Context: an optimization exercise on an open-source flow, tuned for small area, a short achievable clock period and few clock cycles per item. The choices shown serve that exercise and are no tape-out recipe. At most, simulation tests tie the RTL to the original design; equivalence was not proved. Power and IR drop assume default switching activity.

// tpe_fparse
module tpe_fparse (
    input  wire         clk,
    input  wire         rst,
    input  wire         in_valid,
    input  wire [7:0]   in_data,
    input  wire         in_last,
    output reg          in_ready,
    output reg          out_valid,
    input  wire         out_ready,
    output reg          out_end,
    output wire [7:0]   out_kind,
    output reg          out_success,
    output reg  [31:0]  out_word,
    output wire [15:0]  out_period,
    output reg          out_flag,
    output reg  [103:0] out_temps,
    output reg  [15:0]  out_cursor
);
export LEC_CHECK = 0
export ABC_CLOCK_PERIOD_IN_PS = 2000
export CAP_MARGIN = 20
export CORE_MARGIN = 2
export CORE_UTILIZATION = 40
export CTS_CLUSTER_DIAMETER = 100
export CTS_CLUSTER_SIZE = 28
export SETUP_SLACK_MARGIN = 2.4
export SLEW_MARGIN = 20
create_clock -name core_clock -period 4.5 [get_ports {clk}]
standard.sh (not shown) runs the stock make flow with config.mk's settings and CLKGATE_MAP_FILE= SYNTH_SCRIPT=/design/flow/synth_recipe.tcl, a recipe that flattens the netlist after the stock synthesis.
==> flow/flow/run.sh <==
#!/bin/bash
# The standard layout, with plain buf_1 cells as the port buffers.
set -euo pipefail
export BUFFER_PORTS_ARGS="-buffer_cell sky130_fd_sc_hd__buf_1"
bash standard.sh > standard_flow.log 2>&1
The starting point finished with timing, DRC and antenna clean.
Change:
Settings changed: SETUP_SLACK_MARGIN 2.4 to 2.45.
- first-iteration DRC count fell by 11%
- die area stays the same
- clock skew fell by 0.0063 ns
- wire length fell by 1.3%
- register-to-register slack hardly moves
- core utilization hardly moves
- sequential power stays flat
No run of this note included a check of the RTL's function; only the layout flow was run.

tpe_fparse, a different RTL version from the one above (not shown whole).
For scale: about 220 flip-flops, roughly 190 I/O pins.
Settings: LEC_CHECK=0, ABC_CLOCK_PERIOD_IN_PS=2000, CAP_MARGIN=20, CORE_MARGIN=2, CORE_UTILIZATION=40, CTS_BUF_LIST=sky130_fd_sc_hd__clkbuf_8, CTS_CLUSTER_SIZE=30, SETUP_SLACK_MARGIN=2.3, SLEW_MARGIN=20; clock period 4.5 ns.
Scripts as last shown in full above: flow/flow/run.sh
The first run finished with timing, DRC and antenna clean.
Testbench counts at the start, summed over its fixed seeds: cycles 60,390, bytes 59,167.
Next try:
CTS_BUF_LIST = default   (was sky130_fd_sc_hd__clkbuf_8)
CTS_CLUSTER_SIZE = default   (was 30)
After rerunning: The changed run finished with timing, DRC and antenna clean; global-route usage decreases by 0.39 points; first-iteration DRC count climbs by a quarter to a third; worst setup slack stays flat; total power rises by roughly a tenth; combinational power hardly moves; register-to-register slack loses 50 ps; via count decreases slightly; cell area grows slightly.

Setup of alpha:
The RTL this note starts from:
==> flow/design.v <==
module tpe_fparse (
    input  wire         clk,
    input  wire         rst,
    input  wire         in_valid,
    input  wire [7:0]   in_data,
    input  wire         in_last,
    output reg          in_ready,
    output reg          out_valid,
    input  wire         out_ready,
    output reg          out_end,
    output wire [7:0]   out_kind,
    output reg          out_success,
    output reg  [31:0]  out_word,
    output wire [15:0]  out_period,
    output reg          out_flag,
    output reg  [103:0] out_temps,
    output reg  [15:0]  out_cursor
);
    localparam [7:0]  SYNC0       = 8'hCA;
    localparam [7:0]  SYNC1       = 8'hFE;
    localparam [15:0] CRC_POLY    = 16'h1021;
    localparam [15:0] CRC_INIT    = 16'hFFFF;
    function [15:0] crc_byte;
        input [15:0] c_in;
        input [7:0]  b;
        reg   [15:0] c;
        integer      i;
        begin
            c = c_in ^ {b, 8'h00};
            for (i = 0; i < 8; i = i + 1)
                c = c[15] ? ((c << 1) ^ CRC_POLY) : (c << 1);
            crc_byte = c;
        end
    endfunction
    reg  [8:0]  fidx;
    reg         rs;
    wire [8:0]  fe = rs ? 9'd0 : fidx;
    reg         hz;            
    wire [5:0]  fsel = {!(rs || hz), fe[4:0]};
    reg  [7:0]  rem;           
    reg         at_last;       
    reg         stopped;       
    reg  [15:0] crc_rx;
    reg  [15:0] crc;
    reg  [2:0]  kind;
    reg         chk;           
    reg  [3:0]  crcgood;       
    reg         lastp;         
    reg         fresh;         
    reg         end_pending;
    reg         end_zero;      
    reg         zq;            
    assign out_kind   = {5'd0, kind};
    assign out_period = out_temps[15:0];
    wire out_free = !out_valid || out_ready;
    wire take = in_valid && in_ready;
    wire wr = !out_valid;      
    wire type_ok = (in_data[7:3] == 5'd0) && (in_data[2:0] != 3'd0) && (in_data[2:0] != 3'd7);
    reg  hdr_bad;
    always @(*) begin
        case (fsel)
            6'd0:    hdr_bad = (in_data != SYNC0);
            6'd1:    hdr_bad = (in_data != SYNC1);
            6'd4:    hdr_bad = !type_ok;
            default: hdr_bad = 1'b0;
        endcase
    end
    wire f6 = (fsel == 6'd6);
    wire frame_done = f6 ? (in_data == 8'd0) : at_last;
    wire [15:0] crc_next = crc_byte(crc, in_data);
    reg  rec_len_ok;
    always @(*) begin
        case (kind)
            3'd4:    rec_len_ok = (fidx >= 9'd24);
            3'd3:    rec_len_ok = (fidx >= 9'd13);
            3'd6:    rec_len_ok = (fidx != 9'd7);
            default: rec_len_ok = 1'b1;
        endcase
    end
    wire        crc_ok   = chk && (&crcgood);
    wire        rec_b    = crc_ok && rec_len_ok;
    wire [9:0]  csum_lo  = {1'b0, out_cursor[8:0]} + {1'b0, fidx};
    wire [6:0]  cur_hi1  = out_cursor[15:9] + 7'd1;
    wire [15:0] csum     = {csum_lo[9] ? cur_hi1 : out_cursor[15:9], csum_lo[8:0]};
    integer k;
    always @(posedge clk) begin
        case (fsel)
            6'd2: crc_rx[7:0]  <= in_data;
            6'd3: crc_rx[15:8] <= in_data;
            6'd4: if (wr) kind        <= in_data[2:0];
            6'd5: if (wr) out_success <= (in_data != 8'd0);
            6'd7: if (wr) out_flag    <= (in_data != 8'd0);
            default: ;
        endcase
        for (k = 0; k < 4; k = k + 1)
            if (wr && fsel == 6'd7 + k) out_word[8*k +: 8] <= in_data;
        for (k = 0; k < 13; k = k + 1)
            if (wr && fsel == 6'd11 + k) out_temps[8*k +: 8] <= in_data;
        if (f6)
            rem <= in_data;
        else if (take)
            rem <= rem - 8'd1;
        if (fsel < 6'd4)
            crc <= CRC_INIT;
        else if (take)
            crc <= crc_next;
        for (k = 0; k < 4; k = k + 1)
            crcgood[k] <= (crc_next[4*k +: 4] == crc_rx[4*k +: 4]);
    end
    reg s0v, s0e, s1v, s1z, s2v;
    reg cur_zero;
    reg restart;
    always @(posedge clk) begin
        s0v = out_valid;   s0e = out_end;
        s1v = end_pending; s1z = end_zero;
        s2v = zq;
        cur_zero = 1'b0;
        restart = take && (in_last || frame_done);
        if (rst) begin
            fidx        <= 9'd0;
            hz          <= 1'b1;
            rs          <= 1'b0;
            at_last     <= 1'b0;
            stopped     <= 1'b0;
            chk         <= 1'b0;
            lastp       <= 1'b0;
            fresh       <= 1'b1;
            end_pending <= 1'b0;
            end_zero    <= 1'b0;
            zq          <= 1'b0;
            out_valid   <= 1'b0;
            in_ready    <= 1'b1;
        end else begin
            chk   <= take && frame_done && !stopped;
            lastp <= take && in_last;
            rs   <= restart;
            fidx <= take ? fe + 9'd1 : fe;
            hz   <= (rs || hz) && !(take && fe[4:0] == 5'h1f);
            if (restart)
                at_last <= 1'b0;
            else if (take)
                at_last <= f6 ? (in_data == 8'd1) : (fsel >= 6'd7 && rem == 8'd2);
            if (take && in_last)
                stopped <= 1'b0;
            else if ((take && !stopped && hdr_bad) || (chk && !(&crcgood) && !lastp))
                stopped <= 1'b1;
            if (crc_ok)
                fresh <= 1'b0;
            if (lastp)
                fresh <= 1'b1;
            if (fresh && !out_valid && !lastp)
                cur_zero = 1'b1;
            if (out_free) begin
                s0v = s1v;  s0e = 1'b1;
                if (s1v && s1z)
                    cur_zero = 1'b1;
                s1v = s2v;  s1z = 1'b1;
                s2v = 1'b0;
            end
            if (rec_b) begin
                s0v = 1'b1; s0e = 1'b0;
                if (lastp) begin
                    s1v = 1'b1; s1z = 1'b0;
                end
            end else if (lastp) begin
                if (!s0v) begin
                    s0v = 1'b1; s0e = 1'b1;
                    if (fresh) cur_zero = 1'b1;
                end else if (!s1v) begin
                    s1v = 1'b1; s1z = s0e;
                    if (fresh && !s0e) cur_zero = 1'b1;
                end else
                    s2v = 1'b1;
            end
            if (crc_ok)
                out_cursor <= csum;
            else if (cur_zero)
                out_cursor <= 16'd0;
            out_valid   <= s0v;
            out_end     <= s0e;
            end_pending <= s1v;
            end_zero    <= s1z;
            zq          <= s2v;
            in_ready    <= !(take && in_last) && !s2v &&
                           !(s0v && (take ? (!(in_last || (!f6 && at_last)) && fsel >= 6'd3)
                                          : (fsel >= 6'd4)));
        end
    end
endmodule
Settings: LEC_CHECK=0, ABC_CLOCK_PERIOD_IN_PS=2000, CAP_MARGIN=20, CORE_MARGIN=2, CORE_UTILIZATION=40, CTS_CLUSTER_DIAMETER=100, CTS_CLUSTER_SIZE=28, SETUP_SLACK_MARGIN=2.52, SLEW_MARGIN=20; clock period 4.5 ns.
Scripts as last shown in full above: flow/flow/run.sh
alpha completed every stage of the flow, and the final layout passed the timing, DRC and antenna checks.
Testbench counts of alpha, summed over its fixed seeds: cycles 60,390, bytes 59,167.
Setup changes, alpha to beta
Settings: GPL_ROUTABILITY_DRIVEN now 0, previously not set; SETUP_SLACK_MARGIN now 2.45, was 2.52.
### Flow results
The routing usage on met3 of beta and that of alpha are within noise of each other. Summary — internal cell power, beta relative to alpha: lower, by 100 uW. Taking alpha as the reference, in beta achievable clock frequency higher, final cell count without fillers lower.
Changes in gamma relative to beta:
Settings: a change of CTS_CLUSTER_SIZE from 28 to 22; a deleted GPL_ROUTABILITY_DRIVEN that had been 0; a change of CTS_CLUSTER_DIAMETER from 100 to 80.
==> comparison <==
gamma against beta: via count fell 0.76%; worst path required time increased by 220 ps relative to the old numbers.
Comparing gamma against beta, there is no change at all in number of logic stages on the critical path including buffering.
[diff] max-slew headroom at the worst pin, gamma relative to beta: improvement
Diff gamma and beta: wire length on met2 lower in beta
Summary of the comparison: worst hold margin is higher in gamma, relative to beta.
What delta does differently from gamma at the input level:
Settings: CTS_CLUSTER_SIZE: 22 -> 28; SETUP_SLACK_MARGIN: 2.45 -> 2.3; CTS_CLUSTER_DIAMETER: 80 -> 100.
| minimum setup slack in the final design | delta vs gamma | 83 ps lower |
Run comparison: delta critical-path cell with the highest stage delay sky130_fd_sc_hd__xor2_2; gamma critical-path cell with the highest stage delay sky130_fd_sc_hd__dfxtp_4
delta vs. gamma: area of placed instances has decreased, number of enable flip-flop cells after synthesis has remained practically unchanged, non-clock buffer count has decreased.
The worst-skew pair later-pin latency was comparable across gamma and delta.
Taking gamma as the reference, in delta overall power after layout now sits lower, number of iterations in the first detailed-routing pass now sits higher.
#### Input delta (epsilon over delta)
Settings: swapping 2.3 for 2.45 in SETUP_SLACK_MARGIN; swapping 40 for 50 in CORE_UTILIZATION.
## What came out
Internal power of the cells delta (epsilon − delta): unfavourable
Of delta and epsilon, delta shows the lower largest net degree at the start of global routing, with epsilon above it.
epsilon — total number of nets in the final design about 2.2% higher, delta as reference
The end point of the critical path comes out crcgood[3] in one run and out_cursor[1] in the other, namely in delta and epsilon respectively.
For total design power, delta and epsilon come out practically identical.
When epsilon is measured against delta, its utilization after layout turns out 13 points higher.
epsilon vs delta: number of filler instances in the final layout down in epsilon
Post-route clock period utilization came out lower on epsilon than on delta.
Between delta and epsilon, the critical path depth is higher for delta.
Power density normalized to cell area was higher in delta than in epsilon.

==> separate check: timing with driven ports <==
No port has a modelled driver above. Below, the same layouts with a new extraction and two added sets of constraints. Step 1 (the two cells are an assumption about what drives the block):
set clk [get_ports {clk}]
set_driving_cell -lib_cell sky130_fd_sc_hd__clkbuf_16 $clk
set_driving_cell -lib_cell sky130_fd_sc_hd__buf_2 [delete_from_list [all_inputs] $clk]
Step 2 times the ports against the registers' clock, not the clock port: input delays grow and output delays shrink by t, the midpoint of the rising clock arrivals with the driver on. a / b / c = ideal / step 1 / step 2; a / b = the first two.
| run | t (ns) | setup WS [ns] | worst hold slack (ns) | slew at the worst register clock pin (ns) | pins driven straight from the clock port |
|---|---|---|---|---|---|
| the first run of note 1 | 0.504 | 2.458 / 2.413 / 2.011 | 0.439 / 0.439 / 0.439 | 0.11 / 0.11 | 1 |
| the second run of note 1 | 0.499 | 2.455 / 2.413 / 1.998 | 0.464 / 0.464 / 0.464 | 0.11 / 0.11 | 1 |
| the first run of note 2 | 0.561 | 2.380 / 2.382 / 1.840 | 0.462 / 0.462 / 0.462 | 0.06 / 0.06 | 1 |
| the second run of note 2 | 0.544 | 2.378 / 2.380 / 1.846 | 0.477 / 0.477 / 0.477 | 0.06 / 0.06 | 1 |
| alpha | 0.518 | 2.470 / 2.426 / 2.102 | 0.442 / 0.442 / 0.442 | 0.11 / 0.11 | 1 |
| beta | 0.496 | 2.485 / 2.448 / 2.109 | 0.456 / 0.456 / 0.456 | 0.11 / 0.11 | 1 |
| gamma | 0.504 | 2.448 / 2.433 / 1.974 | 0.459 / 0.459 / 0.459 | 0.09 / 0.09 | 1 |
| delta | 0.502 | 2.365 / 2.346 / 1.844 | 0.468 / 0.468 / 0.468 | 0.11 / 0.11 | 1 |
| epsilon | 0.498 | 2.437 / 2.391 / 2.065 | 0.433 / 0.433 / 0.433 | 0.11 / 0.11 | 1 |
After both steps setup and hold are still met in every run listed. The setup slack of the first run of note 2, which loses most, moves by +0.002 ns with the drivers and by -0.540 ns with both steps.
